This design comes from an exercise in tuning for small area, a short achievable clock period and few clock cycles per item on the open sky130 flow, not from production work.
Only simulation tests tie the RTL to the original design; equivalence was not proved.
Power and IR drop assume default switching activity.

==> inputs of v30 <==
==> flow/design.v (excerpt) <==
module ffc_core (
    input  wire        clk,
    input  wire        rst_n,
    output wire        init_done,
    input  wire        cmd_valid,
    output wire        cmd_ready,
    input  wire [7:0]  cmd_op,
    input  wire [95:0] cmd_a,
    output wire        rsp_valid,
    input  wire        rsp_ready,
    output wire [95:0] rsp_data,
    output wire [7:0]  rsp_status
);
export LEC_CHECK = 0
export CAP_MARGIN = 40
export CORE_MARGIN = 2
export CORE_UTILIZATION = 40
export SETUP_SLACK_MARGIN = 5
export SLEW_MARGIN = 40
export SYNTH_MEMORY_MAX_BITS = 16384
create_clock -name core_clock -period 13.0 [get_ports {clk}]
run.sh (not shown) runs the stock make flow with config.mk's settings and CLKGATE_MAP_FILE= SYNTH_SCRIPT=/design/flow/synth_recipe.tcl, a recipe that flattens the netlist after the stock synthesis.
==> v25 (differences from v30) <==
--- a/flow/design.v
+++ b/flow/design.v
@@ -18,16 +18,15 @@
     localparam [1:0] E_DEC  = 2'd2;
     localparam [44:0] XMAX64 = 45'd27777890035286;
     reg          running;
     reg  [1:0]   est;
     reg          out_valid;
     reg  [91:LOWP] cw;        
     reg  [64:0]  acc;         
-    reg          tst;         
-    reg          tst_ge;      
+    reg          retry;       
     reg          adj_r;       
     reg  [2:0]   cls_r;       
     reg  [1:0]   sq_n;        
     reg  [3:0]   sq0, sq1;    
     reg  [91:0]  out_data;
     reg  [2:0]   out_st;      
     reg          out_dchk;    
@@ -684,99 +683,15 @@
     assign thr[85] = hor60 | (racc[59:54] >= 6'd37);
     assign thr[86] = hor60 | (racc[59:54] >= 6'd61);
     assign thr[87] = hor61 | (racc[60:55] >= 6'd49);
     assign thr[88] = hor62 | (racc[61:56] >= 6'd39);
     assign thr[89] = hor63 | (racc[62:57] >= 6'd32);
     assign thr[90] = hor63 | (racc[62:57] >= 6'd52);
     assign thr[91] = hor64 | (racc[63:58] >= 6'd42);
-    wire [91:LOWP] eest = thr[91:LOWP] & ~thr[92:LOWP+1];      
-    wire [91:LOWP] thu;                           
-    assign thu[11] = 1'b1;
-    assign thu[12] = hor9 | (racc[8:3] >= 6'd48);
-    assign thu[13] = hor10 | (racc[9:4] >= 6'd39);
-    assign thu[14] = hor10 | (racc[9:4] >= 6'd62);
-    assign thu[15] = hor11 | (racc[10:5] >= 6'd50);
-    assign thu[16] = hor12 | (racc[11:6] >= 6'd41);
-    assign thu[17] = hor13 | (racc[12:7] >= 6'd33);
-    assign thu[18] = hor13 | (racc[12:7] >= 6'd53);
-    assign thu[19] = hor14 | (racc[13:8] >= 6'd43);
-    assign thu[20] = hor15 | (racc[14:9] >= 6'd35);
-    assign thu[21] = hor15 | (racc[14:9] >= 6'd56);
-    assign thu[22] = hor16 | (racc[15:10] >= 6'd46);
-    assign thu[23] = hor17 | (racc[16:11] >= 6'd37);
-    assign thu[24] = hor17 | (racc[16:11] >= 6'd60);
-    assign thu[25] = hor18 | (racc[17:12] >= 6'd48);
-    assign thu[26] = hor19 | (racc[18:13] >= 6'd39);
-    assign thu[27] = hor19 | (racc[18:13] >= 6'd63);
-    assign thu[28] = hor20 | (racc[19:14] >= 6'd51);
-    assign thu[29] = hor21 | (racc[20:15] >= 6'd42);
-    assign thu[30] = hor22 | (racc[21:16] >= 6'd34);
-    assign thu[31] = hor22 | (racc[21:16] >= 6'd54);
-    assign thu[32] = hor23 | (racc[22:17] >= 6'd44);
-    assign thu[33] = hor24 | (racc[23:18] >= 6'd36);
-    assign thu[34] = hor24 | (racc[23:18] >= 6'd57);
-    assign thu[35] = hor25 | (racc[24:19] >= 6'd47);
-    assign thu[36] = hor26 | (racc[25:20] >= 6'd38);
-    assign thu[37] = hor26 | (racc[25:20] >= 6'd61);
-    assign thu[38] = hor27 | (racc[26:21] >= 6'd49);
-    assign thu[39] = hor28 | (racc[27:22] >= 6'd40);
-    assign thu[40] = hor28;
-    assign thu[41] = hor29 | (racc[28:23] >= 6'd52);
-    assign thu[42] = hor30 | (racc[29:24] >= 6'd42);
-    assign thu[43] = hor31 | (racc[30:25] >= 6'd34);
-    assign thu[44] = hor31 | (racc[30:25] >= 6'd55);
-    assign thu[45] = hor32 | (racc[31:26] >= 6'd45);
-    assign thu[46] = hor33 | (racc[32:27] >= 6'd36);
-    assign thu[47] = hor33 | (racc[32:27] >= 6'd58);
-    assign thu[48] = hor34 | (racc[33:28] >= 6'd47);
-    assign thu[49] = hor35 | (racc[34:29] >= 6'd38);
-    assign thu[50] = hor35 | (racc[34:29] >= 6'd62);
-    assign thu[51] = hor36 | (racc[35:30] >= 6'd50);
-    assign thu[52] = hor37 | (racc[36:31] >= 6'd41);
-    assign thu[53] = hor38 | (racc[37:32] >= 6'd33);
-    assign thu[54] = hor38 | (racc[37:32] >= 6'd53);
-    assign thu[55] = hor39 | (racc[38:33] >= 6'd43);
-    assign thu[56] = hor40 | (racc[39:34] >= 6'd35);
-    assign thu[57] = hor40 | (racc[39:34] >= 6'd56);
-    assign thu[58] = hor41 | (racc[40:35] >= 6'd46);
-    assign thu[59] = hor42 | (racc[41:36] >= 6'd37);
-    assign thu[60] = hor42 | (racc[41:36] >= 6'd59);
-    assign thu[61] = hor43 | (racc[42:37] >= 6'd48);
-    assign thu[62] = hor44 | (racc[43:38] >= 6'd39);
-    assign thu[63] = hor44 | (racc[43:38] >= 6'd63);
-    assign thu[64] = hor45 | (racc[44:39] >= 6'd51);
-    assign thu[65] = hor46 | (racc[45:40] >= 6'd41);
-    assign thu[66] = hor47 | (racc[46:41] >= 6'd34);
-    assign thu[67] = hor47 | (racc[46:41] >= 6'd54);
-    assign thu[68] = hor48 | (racc[47:42] >= 6'd44);
-    assign thu[69] = hor49 | (racc[48:43] >= 6'd36);
-    assign thu[70] = hor49 | (racc[48:43] >= 6'd57);
-    assign thu[71] = hor50 | (racc[49:44] >= 6'd46);
-    assign thu[72] = hor51 | (racc[50:45] >= 6'd38);
-    assign thu[73] = hor51 | (racc[50:45] >= 6'd61);
-    assign thu[74] = hor52 | (racc[51:46] >= 6'd49);
-    assign thu[75] = hor53 | (racc[52:47] >= 6'd40);
-    assign thu[76] = hor53;
-    assign thu[77] = hor54 | (racc[53:48] >= 6'd52);
-    assign thu[78] = hor55 | (racc[54:49] >= 6'd42);
-    assign thu[79] = hor56 | (racc[55:50] >= 6'd34);
-    assign thu[80] = hor56 | (racc[55:50] >= 6'd55);
-    assign thu[81] = hor57 | (racc[56:51] >= 6'd45);
-    assign thu[82] = hor58 | (racc[57:52] >= 6'd36);
-    assign thu[83] = hor58 | (racc[57:52] >= 6'd58);
-    assign thu[84] = hor59 | (racc[58:53] >= 6'd47);
-    assign thu[85] = hor60 | (racc[59:54] >= 6'd38);
-    assign thu[86] = hor60 | (racc[59:54] >= 6'd62);
-    assign thu[87] = hor61 | (racc[60:55] >= 6'd50);
-    assign thu[88] = hor62 | (racc[61:56] >= 6'd40);
-    assign thu[89] = hor63 | (racc[62:57] >= 6'd33);
-    assign thu[90] = hor63 | (racc[62:57] >= 6'd53);
-    assign thu[91] = hor64 | (racc[63:58] >= 6'd43);
-    wire           amb  = |(eest & ~thu);         
-    wire [91:LOWP] esel = (tst && !tst_ge) ? (thr[92:LOWP+1] & ~thr[93:LOWP+2]) : eest;
+    wire [91:LOWP] esel = retry ? (thr[92:LOWP+1] & ~thr[93:LOWP+2]) : (thr[91:LOWP] & ~thr[92:LOWP+1]);
     wire           rsmall = ((~|racc[64:8]) && (racc[7:0] < 8'd233));               
     reg  [LOWP-1:0] ztab;                         
     always @(*) begin
         case (racc[7:0])
             8'd0: ztab = 11'd0;
             8'd1: ztab = 11'd1;
             8'd2: ztab = 11'd2;
@@ -1198,27 +1113,26 @@
             sq_n <= sq_n + {1'b0, sq_in} - {1'b0, sq_out};
         end
     end
     always @(posedge clk) begin
         if (acc_cmd && c_long) begin
             cw     <= c_enc ? {(92-LOWP){1'b0}} : cmd_a[91:LOWP];
             acc    <= c_enc ? ~(cmd_a[64:0] + 65'd1) : {{(65-LOWW){dlow[LOWW-1]}}, dlow};
-            tst    <= 1'b0;
+            retry  <= 1'b0;
             adj_r  <= c_adj;
             cls_r  <= c_cls;
         end else if (step_dec || fin_dec) begin
             cw  <= cw ^ sel;
             acc <= sum;
         end else if (is_enc && !rsmall) begin
-            if (tst || !amb) begin
+            if (nob) begin
                 cw  <= cw ^ sel;
                 acc <= sum;
             end
-            tst    <= !tst && amb;
-            tst_ge <= nob;
+            retry <= !nob;
         end
         if (sq_out) begin
             sq0 <= (sq_in && sq_n == 2'd1) ? c_sh : sq1;
             if (sq_in && sq_n == 2'd2)
                 sq1 <= c_sh;
         end else if (sq_in) begin
             if (sq_n == 2'd0)
==> flow/flow/run.sh (new file) <==
#!/bin/bash
set -euo pipefail
MARGIN=$(cat "$(dirname "$0")/setup_margin")
bash standard.sh SETUP_SLACK_MARGIN="$MARGIN" finish > standard_flow.log 2>&1
==> flow/flow/setup_margin (new file) <==
8
==> flow/standard.sh (new file) <==
#!/bin/bash
# synth_recipe.tcl (not shown) runs the flow's synth.tcl, then flattens the netlist and writes it again
# the make line also repeats each setting of config.mk as NAME=value (left out here)
make -C /OpenROAD-flow-scripts/flow DESIGN_CONFIG=/design/flow/config.mk WORK_HOME=/design/flow/orfs CLKGATE_MAP_FILE= SYNTH_SCRIPT=/design/flow/synth_recipe.tcl "${@:-finish}"
Settings changed: CAP_MARGIN 40 to 20, CORE_UTILIZATION 40 to 55, SETUP_SLACK_MARGIN 5 to not set, SLEW_MARGIN 40 to 20.
removed: flow/run.sh
==> comparison <==
- v30 completed with no timing, DRC or antenna violations. v25 died in 5_1_grt.
- Of v30 and v25, v30 has the higher synthesized cell count (gap about 7%, measured against v25).
- Against v25, the area after synthesis of v30 is higher by about 4.4%.
Testbench counts of v30, summed over its fixed seeds: cycles 19,902, items 4,800.
Testbench counts of v25, summed over its fixed seeds: cycles 19,748, items 4,800.

* * *

==> run a <==
ffc_core, a different RTL version from the one above (not shown whole).
Settings: LEC_CHECK=0, CAP_MARGIN=40, CORE_MARGIN=2, CORE_UTILIZATION=40, SETUP_SLACK_MARGIN=5, SLEW_MARGIN=40, SYNTH_MEMORY_MAX_BITS=16384, TNS_END_PERCENT=0; clock period 13.0 ns.
Stock flow here: none of the scripts above is used.
==> inputs of run b, as changes to run a <==
--- a/flow/config.mk
+++ b/flow/config.mk
@@ -11,4 +11,3 @@
 export SETUP_SLACK_MARGIN = 5
 export SLEW_MARGIN = 40
 export SYNTH_MEMORY_MAX_BITS = 16384
-export TNS_END_PERCENT = 0
==> inputs of run c, as changes to run a <==
--- a/flow/config.mk
+++ b/flow/config.mk
@@ -8,7 +8,7 @@
 export CAP_MARGIN = 40
 export CORE_MARGIN = 2
 export CORE_UTILIZATION = 40
+export PLACE_DENSITY = 0.72
 export SETUP_SLACK_MARGIN = 5
 export SLEW_MARGIN = 40
 export SYNTH_MEMORY_MAX_BITS = 16384
-export TNS_END_PERCENT = 0
==> comparison table <==
quantity                                                                           run a                run c           run b
Outcome                                                                   finished clean       finished clean  finished clean
Main power group                                                               registers  combinational logic       registers
Worst-case setup margin in the final layout                                      4.69 ns              4.95 ns         4.99 ns
Non-clock buffer share                                                             8.97%                9.41%           9.87%
Sequential standard cell area                                                  7890 um^2            7890 um^2       7890 um^2
Inserted Clock Buffers                                                                34                   36              34
Final wirelength                                                                  203 mm               202 mm          204 mm
Number of standard cells in the final layout excluding fillers                      5504                 5530            5552
Non-clock buffer instance count of the final layout                                  374                  401             423
Net count reported at finish                                                        4700                 4727            4749
Global routing met1 resource utilization                                           62.1%                62.6%           62.5%
Share of final-layout standard cells stronger than drive strength 1                10.3%                11.4%           11.8%
Proportion of power drawn by combinational gates                                   36.0%                36.5%           36.1%
Number of violations reported at the end of detailed-routing iteration 0            6779                 7275            7116
Clock network power                                                              1020 uW              1000 uW         1020 uW
Placement-stage worst setup slack                                                3.45 ns              3.13 ns         3.45 ns
Placer's final routability congestion estimate                                      1.09                 1.15            1.09
Testbench counts of run a, summed over its fixed seeds: cycles 19,665, items 4,800.
Testbench counts of run b, summed over its fixed seeds: cycles 19,665, items 4,800.
Testbench counts of run c, summed over its fixed seeds: cycles 19,665, items 4,800.

[static timing again, ports no longer ideal]
No port has a modelled driver above. Below, the same layouts with a new extraction and two added sets of constraints.
Step 1, drivers: a clkbuf_16 drives clk and a buf_2 each remaining input, both assumed.
Step 2, shift: input delay + t, output delay - t, t = (earliest + latest rising clock arrival at the registers) / 2. This alone moves slack from input paths to output paths.
Slacks: ideal / step 1 / step 2; pairs: ideal / step 1.
| run | shift t [ns] | setup slack, ns | worst hold slack (ns) | worst setup path at the end | latest minus earliest clock arrival (ns) |
|---|---|---|---|---|---|
| v30 | 0.619 | 5.082 / 5.082 / 4.736 | 0.423 / 0.423 / 0.423 | input to register | 0.024 / 0.024 |
| run a | 0.668 | 4.688 / 4.688 / 4.272 | 0.543 / 0.543 / 0.543 | input to register | 0.052 / 0.052 |
| run b | 0.667 | 4.985 / 4.985 / 4.512 | 0.551 / 0.551 / 0.551 | input to register | 0.053 / 0.053 |
| run c | 0.649 | 4.949 / 4.949 / 4.517 | 0.549 / 0.549 / 0.549 | input to register | 0.035 / 0.035 |
After both steps setup and hold are still met in every run listed. For run b, which loses most, drivers alone change the setup slack by 0.000 ns; drivers and shift together by -0.473 ns.
